From an optimization exercise on the open Yosys and OpenROAD flow, aimed at small area, a short achievable clock period and few clock cycles; shortcuts taken in it are not production practice. Only the layout flow was run in this run; the RTL was not checked for function there. No activity file was given, so power comes from the tool's default toggle rates.

===== config.mk =====
export PLATFORM = sky130hd
export DESIGN_NAME = avchrd
export DESIGN_NICKNAME = avchrd
export VERILOG_FILES = /design/flow/design.v
export SDC_FILE = /design/flow/constraint.sdc
export NUM_CORES = 4
export LEC_CHECK = 0
export CAP_MARGIN = 20
export CELL_PAD_IN_SITES_DETAIL_PLACEMENT = 1
export CELL_PAD_IN_SITES_GLOBAL_PLACEMENT = 2
export CORE_MARGIN = 2
export CORE_UTILIZATION = 45
export SETUP_SLACK_MARGIN = 2.5
export SLEW_MARGIN = 20

===== constraint.sdc =====
create_clock -name core_clock -period 8.0 [get_ports {clk}]
set_input_delay 1.6000 -clock core_clock [delete_from_list [all_inputs] [get_ports {clk}]]
set_output_delay 1.6000 -clock core_clock [all_outputs]
set_load 0.01 [all_outputs]

===== design.v =====
module avchrd (
    input  wire        clk,
    input  wire        rst,
    input  wire        we,
    input  wire [5:0]  waddr,
    input  wire [31:0] wdata,
    input  wire        cmd_valid,
    input  wire [2:0]  cmd,
    input  wire [5:0]  raddr,
    output reg  [31:0] rdata,
    output wire        busy,
    output wire [2:0]  err
);
    localparam [2:0] C_NOP = 3'd0, C_CLR = 3'd1, C_SER = 3'd2, C_DES = 3'd3,
                     C_RND = 3'd4, C_TOTXT = 3'd5, C_FROMTXT = 3'd6;
    localparam [2:0] E_NONE = 3'd0, E_UNDERFLOW = 3'd1, E_MISSING = 3'd2,
                     E_MALFORMED = 3'd3, E_ILLEGAL = 3'd4;
    localparam [1:0] A_ABSENT = 2'd0, A_OK = 2'd1, A_BAD = 2'd2;
    reg        rec_hmv, rec_ffr, rec_tpoc, rec_p2d;
    reg        rec_n_set, rec_k_set, rec_t_set;
    reg [31:0] rec_n, rec_k, rec_t;
    reg [7:0]  ibuf [0:15];
    reg [4:0]  ilen;
    reg [1:0]  ob_form;
    reg        ob_hmv, ob_ffr, ob_tpoc, ob_p2d;
    reg [31:0] ob_a, ob_k, ob_t;
    reg [1:0]  cons;
    reg [2:0]  err_r;
    reg [1:0]  attr_kind [0:6];
    reg        attr_bval [0:6];    
    reg [31:0] attr_ival [1:3];    
    reg        tq_valid;           
    reg        tq_h1, tq_clk, tq_tick, tq_flg;    
    reg [3:0]  tq_pay;             
    reg        tq_c;               
    reg [4:0]  tq_xlen;            
    reg [2:0]  tq_xoff;            
    reg [7:0]  tq [2:15];
    assign busy = 1'b0;
    assign err  = err_r;
    wire acc = cmd_valid;
    wire hwe = we;
    wire        d_ip = ibuf[0][0];
    wire        d_c  = ibuf[1][7];
    wire [7:0]  d_fb = !d_ip ? ibuf[1] : (d_c ? ibuf[14] : ibuf[6]);
    wire [31:0] d_w2 = {ibuf[2], ibuf[3], ibuf[4], ibuf[5]};
    wire [31:0] d_w6 = {ibuf[6], ibuf[7], ibuf[8], ibuf[9]};
    wire [31:0] d_wa = {ibuf[10], ibuf[11], ibuf[12], ibuf[13]};
    wire        d_ok = !d_ip ? (ilen >= 5'd2) :
                       (d_c ? (ilen >= 5'd15) : (ilen >= 5'd7));
    wire       r_h1   = (ilen >= 5'd1);
    wire       r_clk  = d_ip & d_c & (ilen >= 5'd10);
    wire       r_tick = d_ip & (d_c ? (ilen >= 5'd14) : (ilen >= 5'd6));
    wire       r_flg  = !d_ip ? (ilen >= 5'd2) :
                        (d_c ? (ilen >= 5'd15) : (ilen >= 5'd7));
    wire [7:0] r_fb   = d_fb;
    reg  [4:0] r_bp;
    always @* begin
        if (ilen == 5'd0)      r_bp = 5'd0;
        else if (ilen == 5'd1) r_bp = 5'd1;
        else if (!d_ip)        r_bp = 5'd2;
        else if (d_c)          r_bp = (ilen < 5'd10) ? 5'd2 :
                                      (ilen < 5'd14) ? 5'd10 :
                                      (ilen == 5'd14) ? 5'd14 : 5'd15;
        else                   r_bp = (ilen < 5'd6) ? 5'd2 :
                                      (ilen == 5'd6) ? 5'd6 : 5'd7;
    end
    reg [2:0] ft_err;
    integer s;
    always @* begin
        ft_err = E_NONE;
        for (s = 6; s >= 0; s = s - 1) begin
            if (s == 1 || s == 2 || s == 3) begin
                if (attr_kind[s] == A_BAD) ft_err = E_MALFORMED;
            end else begin
                if (attr_kind[s] == A_ABSENT) ft_err = E_MISSING;
                else if (attr_kind[s] != A_OK) ft_err = E_MALFORMED;
            end
        end
    end
    integer i;
    always @(posedge clk) begin
        if (rst) begin
            rec_hmv <= 1'b0; rec_ffr <= 1'b0; rec_tpoc <= 1'b0; rec_p2d <= 1'b0;
            rec_n_set <= 1'b0; rec_k_set <= 1'b0; rec_t_set <= 1'b0;
            ilen <= 5'd0;
            ob_form <= 2'd0;
            cons <= 2'd0;
            err_r <= E_NONE;
            for (i = 0; i < 7; i = i + 1) attr_kind[i] <= A_ABSENT;
            tq_valid <= 1'b0;
            tq_h1 <= 1'b0; tq_clk <= 1'b0; tq_tick <= 1'b0; tq_flg <= 1'b0;
            tq_pay <= 4'd0;
            tq_xlen <= 5'd0;
        end else begin
            if (hwe) begin
                case (waddr)
                    6'h00: rec_hmv  <= wdata[0];
                    6'h01: rec_ffr  <= wdata[0];
                    6'h02: rec_tpoc <= wdata[0];
                    6'h03: rec_p2d  <= wdata[0];
                    6'h04: begin rec_n <= wdata; rec_n_set <= 1'b1; end
                    6'h05: begin rec_k <= wdata; rec_k_set <= 1'b1; end
                    6'h06: begin rec_t <= wdata; rec_t_set <= 1'b1; end
                    6'h07: begin
                        if (wdata[0]) rec_n_set <= 1'b0;
                        if (wdata[1]) rec_k_set <= 1'b0;
                        if (wdata[2]) rec_t_set <= 1'b0;
                    end
                    6'h08: ilen <= wdata[4:0];
                    6'h10, 6'h11, 6'h12, 6'h13, 6'h14, 6'h15, 6'h16: begin
                        attr_kind[waddr[2:0]] <= wdata[1:0];
                        attr_bval[waddr[2:0]] <= wdata[2];
                    end
                    6'h19: attr_ival[1] <= wdata;
                    6'h1A: attr_ival[2] <= wdata;
                    6'h1B: attr_ival[3] <= wdata;
                    default: begin
                        if (waddr[5:4] == 2'b11) ibuf[waddr[3:0]] <= wdata[7:0];
                    end
                endcase
            end
            if (acc) begin
                case (cmd)
                    C_NOP: err_r <= E_NONE;
                    C_CLR: begin
                        rec_hmv <= 1'b0; rec_ffr <= 1'b0;
                        rec_tpoc <= 1'b0; rec_p2d <= 1'b0;
                        rec_n_set <= 1'b0; rec_k_set <= 1'b0; rec_t_set <= 1'b0;
                        err_r <= E_NONE;
                    end
                    C_SER: begin
                        ob_form <= !rec_t_set ? 2'd1 : ((rec_n_set & rec_k_set) ? 2'd3 : 2'd2);
                        ob_hmv <= rec_hmv; ob_ffr <= rec_ffr;
                        ob_tpoc <= rec_tpoc; ob_p2d <= rec_p2d;
                        ob_a <= (rec_n_set & rec_k_set) ? rec_n : rec_t;
                        ob_k <= rec_k;
                        ob_t <= rec_t;
                        err_r <= E_NONE;
                    end
                    C_DES: begin
                        rec_hmv  <= ibuf[0][7];
                        rec_ffr  <= d_fb[7];
                        rec_tpoc <= d_fb[6];
                        rec_p2d  <= d_fb[5];
                        rec_n_set <= d_ip & d_c;
                        rec_k_set <= d_ip & d_c;
                        rec_t_set <= d_ip;
                        rec_n <= d_w2;
                        rec_k <= d_w6;
                        rec_t <= d_c ? d_wa : d_w2;
                        cons <= !d_ip ? 2'd1 : (d_c ? 2'd3 : 2'd2);
                        err_r <= d_ok ? E_NONE : E_UNDERFLOW;
                    end
                    C_RND: begin
                        tq_valid <= 1'b1;
                        tq_h1 <= r_h1; tq_clk <= r_clk;
                        tq_tick <= r_tick; tq_flg <= r_flg;
                        tq_pay <= {r_flg & r_fb[5], r_flg & r_fb[6],
                                   r_flg & r_fb[7], r_h1 & ibuf[0][7]};
                        tq_c <= d_c;
                        tq_xlen <= ilen - r_bp;
                        tq_xoff <= {r_bp == 5'd15, r_bp == 5'd10, r_bp == 5'd7};
                        for (i = 2; i < 16; i = i + 1) tq[i] <= ibuf[i];
                        err_r <= E_NONE;
                    end
                    C_TOTXT: begin
                        attr_kind[0] <= A_OK; attr_bval[0] <= rec_hmv;
                        attr_kind[4] <= A_OK; attr_bval[4] <= rec_ffr;
                        attr_kind[5] <= A_OK; attr_bval[5] <= rec_tpoc;
                        attr_kind[6] <= A_OK; attr_bval[6] <= rec_p2d;
                        attr_kind[1] <= rec_n_set ? A_OK : A_ABSENT;
                        attr_kind[2] <= rec_k_set ? A_OK : A_ABSENT;
                        attr_kind[3] <= rec_t_set ? A_OK : A_ABSENT;
                        attr_ival[1] <= rec_n;
                        attr_ival[2] <= rec_k;
                        attr_ival[3] <= rec_t;
                        err_r <= E_NONE;
                    end
                    C_FROMTXT: begin
                        rec_hmv  <= attr_bval[0];
                        rec_ffr  <= attr_bval[4];
                        rec_tpoc <= attr_bval[5];
                        rec_p2d  <= attr_bval[6];
                        rec_n_set <= (attr_kind[1] == A_OK);
                        rec_k_set <= (attr_kind[2] == A_OK);
                        rec_t_set <= (attr_kind[3] == A_OK);
                        rec_n <= attr_ival[1];
                        rec_k <= attr_ival[2];
                        rec_t <= attr_ival[3];
                        err_r <= ft_err;
                    end
                    default: err_r <= E_ILLEGAL;
                endcase
            end
        end
    end
    wire        ob_w0 = (ob_form == 2'd1);
    wire        ob_w1 = (ob_form == 2'd2);
    wire        ob_w2 = (ob_form == 2'd3);
    wire        ob_ip = ob_form[1];
    wire [7:0]  ob_fb = {ob_ffr, ob_tpoc, ob_p2d, 5'h1F};
    wire [7:0]  ob0 = (ob_form != 2'd0) ? {ob_hmv, 6'h3F, ob_ip} : 8'd0;
    wire [7:0]  ob1 = ob_w0 ? ob_fb : (ob_w1 ? 8'h7F : (ob_w2 ? 8'hFF : 8'd0));
    wire [31:0] ob_word0 = {ob0, ob1, ob_ip ? ob_a[31:16] : 16'd0};
    wire [31:0] ob_word1 = {ob_ip ? ob_a[15:0] : 16'd0,
                            ob_w1 ? ob_fb : (ob_w2 ? ob_k[31:24] : 8'd0),
                            ob_w2 ? ob_k[23:16] : 8'd0};
    wire [31:0] ob_word2 = ob_w2 ? {ob_k[15:0], ob_t[31:16]} : 32'd0;
    wire [31:0] ob_word3 = ob_w2 ? {ob_t[15:0], ob_fb, 8'd0} : 32'd0;
    wire [3:0]  olen = ob_w0 ? 4'd2 : (ob_w1 ? 4'd7 : (ob_w2 ? 4'd15 : 4'd0));
    wire [3:0]  consumed = (cons == 2'd1) ? 4'd2 : ((cons == 2'd2) ? 4'd7 :
                           ((cons == 2'd3) ? 4'd15 : 4'd0));
    reg  [7:0] xb [0:15];
    integer j;
    always @* begin
        for (j = 0; j < 16; j = j + 1) begin
            xb[j] = 8'd0;
            if (j < 14) begin
                if (tq_xoff[2]) begin
                    if (j == 0) xb[j] = tq[15];
                end else if (tq_xoff[1]) begin
                    if (j < 6) xb[j] = tq[10 + j];
                end else if (tq_xoff[0]) begin
                    if (j < 9) xb[j] = tq[7 + j];
                end else begin
                    xb[j] = tq[2 + j];
                end
                if (j >= tq_xlen) xb[j] = 8'd0;
            end
        end
    end
    wire [6:0] t_mask = {tq_valid, tq_flg, tq_flg, tq_flg, tq_tick, tq_clk, tq_h1};
    wire [5:0] t_pay  = {tq_pay[3:1], 2'b00, tq_pay[0]};
    wire [31:0] t_n = tq_clk ? {tq[2], tq[3], tq[4], tq[5]} : 32'd0;
    wire [31:0] t_k = tq_clk ? {tq[6], tq[7], tq[8], tq[9]} : 32'd0;
    wire [31:0] t_t = !tq_tick ? 32'd0 :
                      (tq_c ? {tq[10], tq[11], tq[12], tq[13]} : {tq[2], tq[3], tq[4], tq[5]});
    wire [31:0] rv_00 = {31'd0, rec_hmv};
    wire [31:0] rv_01 = {31'd0, rec_ffr};
    wire [31:0] rv_02 = {31'd0, rec_tpoc};
    wire [31:0] rv_03 = {31'd0, rec_p2d};
    wire [31:0] rv_04 = rec_n_set ? rec_n : 32'd0;
    wire [31:0] rv_05 = rec_k_set ? rec_k : 32'd0;
    wire [31:0] rv_06 = rec_t_set ? rec_t : 32'd0;
    wire [31:0] rv_07 = {29'd0, rec_t_set, rec_k_set, rec_n_set};
    wire [31:0] rv_08 = {27'd0, ilen};
    wire [31:0] rv_09 = {28'd0, olen};
    wire [31:0] rv_0a = {28'd0, consumed};
    wire [31:0] rv_0c = ob_word0;
    wire [31:0] rv_0d = ob_word1;
    wire [31:0] rv_0e = ob_word2;
    wire [31:0] rv_0f = ob_word3;
    wire [31:0] rv_10 = {29'd0, (attr_kind[0] == A_OK) & attr_bval[0], attr_kind[0]};
    wire [31:0] rv_11 = {30'd0, attr_kind[1]};
    wire [31:0] rv_12 = {30'd0, attr_kind[2]};
    wire [31:0] rv_13 = {30'd0, attr_kind[3]};
    wire [31:0] rv_14 = {29'd0, (attr_kind[4] == A_OK) & attr_bval[4], attr_kind[4]};
    wire [31:0] rv_15 = {29'd0, (attr_kind[5] == A_OK) & attr_bval[5], attr_kind[5]};
    wire [31:0] rv_16 = {29'd0, (attr_kind[6] == A_OK) & attr_bval[6], attr_kind[6]};
    wire [31:0] rv_19 = (attr_kind[1] == A_OK) ? attr_ival[1] : 32'd0;
    wire [31:0] rv_1a = (attr_kind[2] == A_OK) ? attr_ival[2] : 32'd0;
    wire [31:0] rv_1b = (attr_kind[3] == A_OK) ? attr_ival[3] : 32'd0;
    wire [31:0] rv_20 = {25'd0, t_mask};
    wire [31:0] rv_21 = {26'd0, t_pay};
    wire [31:0] rv_22 = t_n;
    wire [31:0] rv_23 = t_k;
    wire [31:0] rv_24 = t_t;
    wire [31:0] rv_25 = {27'd0, tq_xlen};
    wire [31:0] rv_28 = {xb[0],  xb[1],  xb[2],  xb[3]};
    wire [31:0] rv_29 = {xb[4],  xb[5],  xb[6],  xb[7]};
    wire [31:0] rv_2a = {xb[8],  xb[9],  xb[10], xb[11]};
    wire [31:0] rv_2b = {xb[12], xb[13], xb[14], xb[15]};
    wire [31:0] rv_30 = {24'd0, ibuf[0]};
    wire [31:0] rv_31 = {24'd0, ibuf[1]};
    wire [31:0] rv_32 = {24'd0, ibuf[2]};
    wire [31:0] rv_33 = {24'd0, ibuf[3]};
    wire [31:0] rv_34 = {24'd0, ibuf[4]};
    wire [31:0] rv_35 = {24'd0, ibuf[5]};
    wire [31:0] rv_36 = {24'd0, ibuf[6]};
    wire [31:0] rv_37 = {24'd0, ibuf[7]};
    wire [31:0] rv_38 = {24'd0, ibuf[8]};
    wire [31:0] rv_39 = {24'd0, ibuf[9]};
    wire [31:0] rv_3a = {24'd0, ibuf[10]};
    wire [31:0] rv_3b = {24'd0, ibuf[11]};
    wire [31:0] rv_3c = {24'd0, ibuf[12]};
    wire [31:0] rv_3d = {24'd0, ibuf[13]};
    wire [31:0] rv_3e = {24'd0, ibuf[14]};
    wire [31:0] rv_3f = {24'd0, ibuf[15]};
    wire [7:0] rhi = 8'd1 << raddr[5:3];
    wire [7:0] rlo = 8'd1 << raddr[2:0];
    wire [31:0] rg_0 = ({32{rlo[0]}} & rv_00) |
                      ({32{rlo[1]}} & rv_01) |
                      ({32{rlo[2]}} & rv_02) |
                      ({32{rlo[3]}} & rv_03) |
                      ({32{rlo[4]}} & rv_04) |
                      ({32{rlo[5]}} & rv_05) |
                      ({32{rlo[6]}} & rv_06) |
                      ({32{rlo[7]}} & rv_07);
    wire [31:0] rg_1 = ({32{rlo[0]}} & rv_08) |
                      ({32{rlo[1]}} & rv_09) |
                      ({32{rlo[2]}} & rv_0a) |
                      ({32{rlo[4]}} & rv_0c) |
                      ({32{rlo[5]}} & rv_0d) |
                      ({32{rlo[6]}} & rv_0e) |
                      ({32{rlo[7]}} & rv_0f);
    wire [31:0] rg_2 = ({32{rlo[0]}} & rv_10) |
                      ({32{rlo[1]}} & rv_11) |
                      ({32{rlo[2]}} & rv_12) |
                      ({32{rlo[3]}} & rv_13) |
                      ({32{rlo[4]}} & rv_14) |
                      ({32{rlo[5]}} & rv_15) |
                      ({32{rlo[6]}} & rv_16);
    wire [31:0] rg_3 = ({32{rlo[1]}} & rv_19) |
                      ({32{rlo[2]}} & rv_1a) |
                      ({32{rlo[3]}} & rv_1b);
    wire [31:0] rg_4 = ({32{rlo[0]}} & rv_20) |
                      ({32{rlo[1]}} & rv_21) |
                      ({32{rlo[2]}} & rv_22) |
                      ({32{rlo[3]}} & rv_23) |
                      ({32{rlo[4]}} & rv_24) |
                      ({32{rlo[5]}} & rv_25);
    wire [31:0] rg_5 = ({32{rlo[0]}} & rv_28) |
                      ({32{rlo[1]}} & rv_29) |
                      ({32{rlo[2]}} & rv_2a) |
                      ({32{rlo[3]}} & rv_2b);
    wire [31:0] rg_6 = ({32{rlo[0]}} & rv_30) |
                      ({32{rlo[1]}} & rv_31) |
                      ({32{rlo[2]}} & rv_32) |
                      ({32{rlo[3]}} & rv_33) |
                      ({32{rlo[4]}} & rv_34) |
                      ({32{rlo[5]}} & rv_35) |
                      ({32{rlo[6]}} & rv_36) |
                      ({32{rlo[7]}} & rv_37);
    wire [31:0] rg_7 = ({32{rlo[0]}} & rv_38) |
                      ({32{rlo[1]}} & rv_39) |
                      ({32{rlo[2]}} & rv_3a) |
                      ({32{rlo[3]}} & rv_3b) |
                      ({32{rlo[4]}} & rv_3c) |
                      ({32{rlo[5]}} & rv_3d) |
                      ({32{rlo[6]}} & rv_3e) |
                      ({32{rlo[7]}} & rv_3f);
    always @* rdata = ({32{rhi[0]}} & rg_0) |
                      ({32{rhi[1]}} & rg_1) |
                      ({32{rhi[2]}} & rg_2) |
                      ({32{rhi[3]}} & rg_3) |
                      ({32{rhi[4]}} & rg_4) |
                      ({32{rhi[5]}} & rg_5) |
                      ({32{rhi[6]}} & rg_6) |
                      ({32{rhi[7]}} & rg_7);
endmodule

===== run.sh =====
#!/bin/bash
# synth_recipe.tcl (not shown) runs the flow's synth.tcl, then flattens the netlist and writes it again
# the make line also repeats each setting of config.mk as NAME=value (left out here)
make -C /OpenROAD-flow-scripts/flow DESIGN_CONFIG=/design/flow/config.mk WORK_HOME=/design/flow/orfs CLKGATE_MAP_FILE= SYNTH_SCRIPT=/design/flow/synth_recipe.tcl finish

==> results.txt <==
[cells by family after synthesis]
kind of cell | count (synthesis) | share of synthesized area
other | 1 | 0.000120
muxes | 451 | 0.150
AOI/OAI and AO/OA | 813 | 0.172
DFF | 587 | 0.554
adders and majority gates | 5 | 0.00225
and+or+nand+nor | 567 | 0.0835
buffers and inverters | 247 | 0.0363
xor gates and xnor gates | 4 | 0.00112
[through the flow]
stage | hold slack [ns] | instances
after floorplan | 0.420 | 2675
after global placement | 0.432 | 3546
after detailed placement | 0.438 | 3546
after CTS | 0.450 | 3720
after global routing | 0.470 | 3733
final | 0.460 | 3734
[cell usage in the layout (no fill, tap or decap), types with 10 or more instances in the layout]
cell type	instances
a21o_1	13
a21oi_1	122
o211ai_1	11
nand2b_1	19
clkdlybuf4s50_1	47
o221ai_1	37
dlymetal6s2s_1	10
clkbuf_16	71
nor3_1	17
and3_1	10
inv_1	17
clkbuf_1	14
o21ai_1	16
nand3_1	31
a222oi_1	50
a21oi_2	11
clkinv_1	13
mux2_2	49
buf_6	10
o21ai_0	217
dfxtp_1	33
a221oi_1	21
clkinv_2	12
nor2b_1	21
o22ai_2	14
dlygate4sd2_1	11
mux2i_1	392
nand2_1	251
buf_4	107
o22ai_1	58
nor2_1	118
a31oi_1	13
a22oi_1	126
edfxtp_1	554
[state kept, by name, indices dropped and copies added (netlist names), 14 cells and up]
register and count:
ob_k 32, rec_k 32, ibuf 128, attr_ival 96
rec_n 32, attr_kind 14, ob_a 32, tq 112
rec_t 32, ob_t 32
[routing by layer]
layer / track usage / part of all wire
met1: 0.579 / 0.40
met2: 0.604 / 0.42
met3: 0.132 / 0.13
met4: 0.192 / 0.056
met5: 0.0256 / 0.0017
[timing repair]
item / 4_1_cts / 5_1_grt
gates cloned: 11 / 0
pin swaps: 44 / 43
setup endpoints to repair: 32 / 27
setup buffers: 37 / 12
hold buffers: 0 / 0
resized for setup: 193 / 47
[report_power, final]
part           internal (mW)  switching (mW)
Combinational          0.203           0.350
Clock                   1.79            1.38
Sequential              3.48           0.131
[critical path, stage by stage]
cell             delay, ns
buf_16                0.15
nor2b_1               0.16
and3_4                0.27
buf_12                0.20
a222oi_1              0.52
o22ai_1               0.33
a21oi_1               0.19
nand3_1               0.15
clkdlybuf4s50_1       0.52
[path summary, 6_finish.rpt]
kind              slack (ns)                 endpoint                  start  depth (start not counted)
hold / removal          0.46      tq[15][3]$_DFFE_PP_  ibuf[15][3]$_DFFE_PP_                          0
setup / recovery        2.28                rdata[20]               raddr[2]                          9
setup reg to reg        5.15  tq_xlen[4]$_SDFFE_PP0P_   ilen[1]$_SDFFE_PP0P_                         10
hold reg to reg         0.46      tq[15][3]$_DFFE_PP_  ibuf[15][3]$_DFFE_PP_                          0
[layout make-up]
type                    instances  area, um^2
multi-input cells            1843       13500
inverters                      20        86.3
well taps                     931        1160
clock inverters                39         355
clock buffers                  87        1860
fillers                      6964       32000
repair buffers                225        2350
diodes                          2        5.00
flip-flops and latches        587       17300
==> flow_summary_export.csv <==
group,metric,value,unit
synth,yosysSeqAreaShare,0.554,
timing,report.final.slew_viol_count,0,
synth,synth_top_cell_by_area,"edfxtp_1",
setup_path,endpoint_kind,"output port",
timing,hold_viol,0,
timing,tns,0,ns
setup_path,critPathArrivalTime,4.12,ns
synth,synth-seq-cells,587,
synth,synth.net_count,2731,
grt,first_global_vias,25900,
synth,avgSynthCellArea,11.7,um^2
routing,num_vias,26700,
run_status,run_status,"no timing/DRC/antenna violations",
timing,rsz0062_at_grt,"yes",
placed_design,io_buffers,85,
placed_design,dpl_cell_area,32900,um^2
clocking,clk_pin_slew,0.06,ns
layout,area_growth,17.2,%
setup_path,required,6.40,ns
floorplan,io_pins,87,
routing,drtPass1Iterations,7,
grt,grt_use_total,0.421,
floorplan,fp.dieH,267,um
setup_path,cp-start-kind,"input pin",
floorplan,core_area,68600,um^2
grt,grt_max_degree,161,
timing,period_share,0.715,
routing,postRouteAntennaNets,0,
min_path,hp-class,"reg2reg",
clocking,htree_levels,3,
placed_design,preCtsSetupSlack,1.03,ns
power,ir_worst_vdd,0.000208,V
grt,overflow,0,
synth,yosys_warnings,4,
layout,utilization,0.533,
routing,drt-vias-per-instance,7.16,
timing,clock.fmax,175,MHz
power,power_density,201,nW/um^2
synth,synth.top_cells.by_count,"edfxtp_1 (554), mux2i_1 (392), nand2_1 (258)",
setup_path,crit_type,"in2out",
grt,grt_pass1_wl,210,mm
clocking,clock_path_buffers,3,
timing,setup_viol,0,
setup_path,worstPathMaxFanout,19,
synth,synth_top_flop_cell,"edfxtp_1",
floorplan,initial_core_util,0.455,
floorplan,fp-row-count,96,
clocking,numCtsBuffers,70,
timing,tightestPinTransition,1.12,ns
synth,yosysMostFrequentCell,"edfxtp_1",
power,p_total,7.34,mW
clocking,clock_latency,0.63,ns
routing,postRouteWirelength,151,mm
synth,synth_cell_type_count,86,
layout,num-nets-final,2803,
floorplan,fp.dieW,267,um
timing,slew_headroom,0.248,
layout,drive_gt1_frac,0.159,
clocking,cts_tree,"yes",
layout,fin_area,36600,um^2
synth,synth.top_cell.area_share,0.533,
synth,syn_area,31200,um^2
synth,synthCells,2675,
placed_design,gp_congestion,1.00,
power,leakage,12.5,nW
routing,wl_per_cell,40.5,um
timing,fin_crit,5.72,ns
routing,drc,0,
synth,synth_area_leaders,"edfxtp_1 (53%), mux2i_1 (13%), o21ai_0 (3.6%)",
clocking,clock-root-buffer,"clkbuf_16",
grt,antenna_found_initial,7,
timing,fin_ws,2.28,ns
floorplan,die-area,71500,um^2
routing,drtIter0Drc,4556,
placed_design,dp_hpwl,103,mm
clocking,cts_sinks,587,
timing,skew,0.0235,ns
synth,async_flop_share,0,
flow_run,drv_cap,0,
synth,synth_edf_count,554,

static timing again, ports no longer ideal:
The flow's constraints put no driver on any port. The routed layout listed below was extracted and timed again, unchanged, in two steps. Step 1: set_driving_cell puts a clkbuf_16 on clk and a buf_2 on each other input, an assumption about the parent block. Step 2 times the ports against the registers' clock, not the clock port: input delays grow and output delays shrink by t, the midpoint of the rising clock arrivals with the driver on. Slacks: no drivers / after step 1 / after step 2; pairs: no drivers / after step 1.
t (ns): 0.693
slack for setup (ns): 2.278 / 2.143 / 2.143
hold slack, ns: 0.460 / 0.460 / 0.460
worst setup path after step 2: input to output
cell pins on the clock port's net: 1
After both steps setup and hold are still met in this run. The setup slack of this run moves by -0.135 ns with the drivers and by -0.135 ns with both steps.
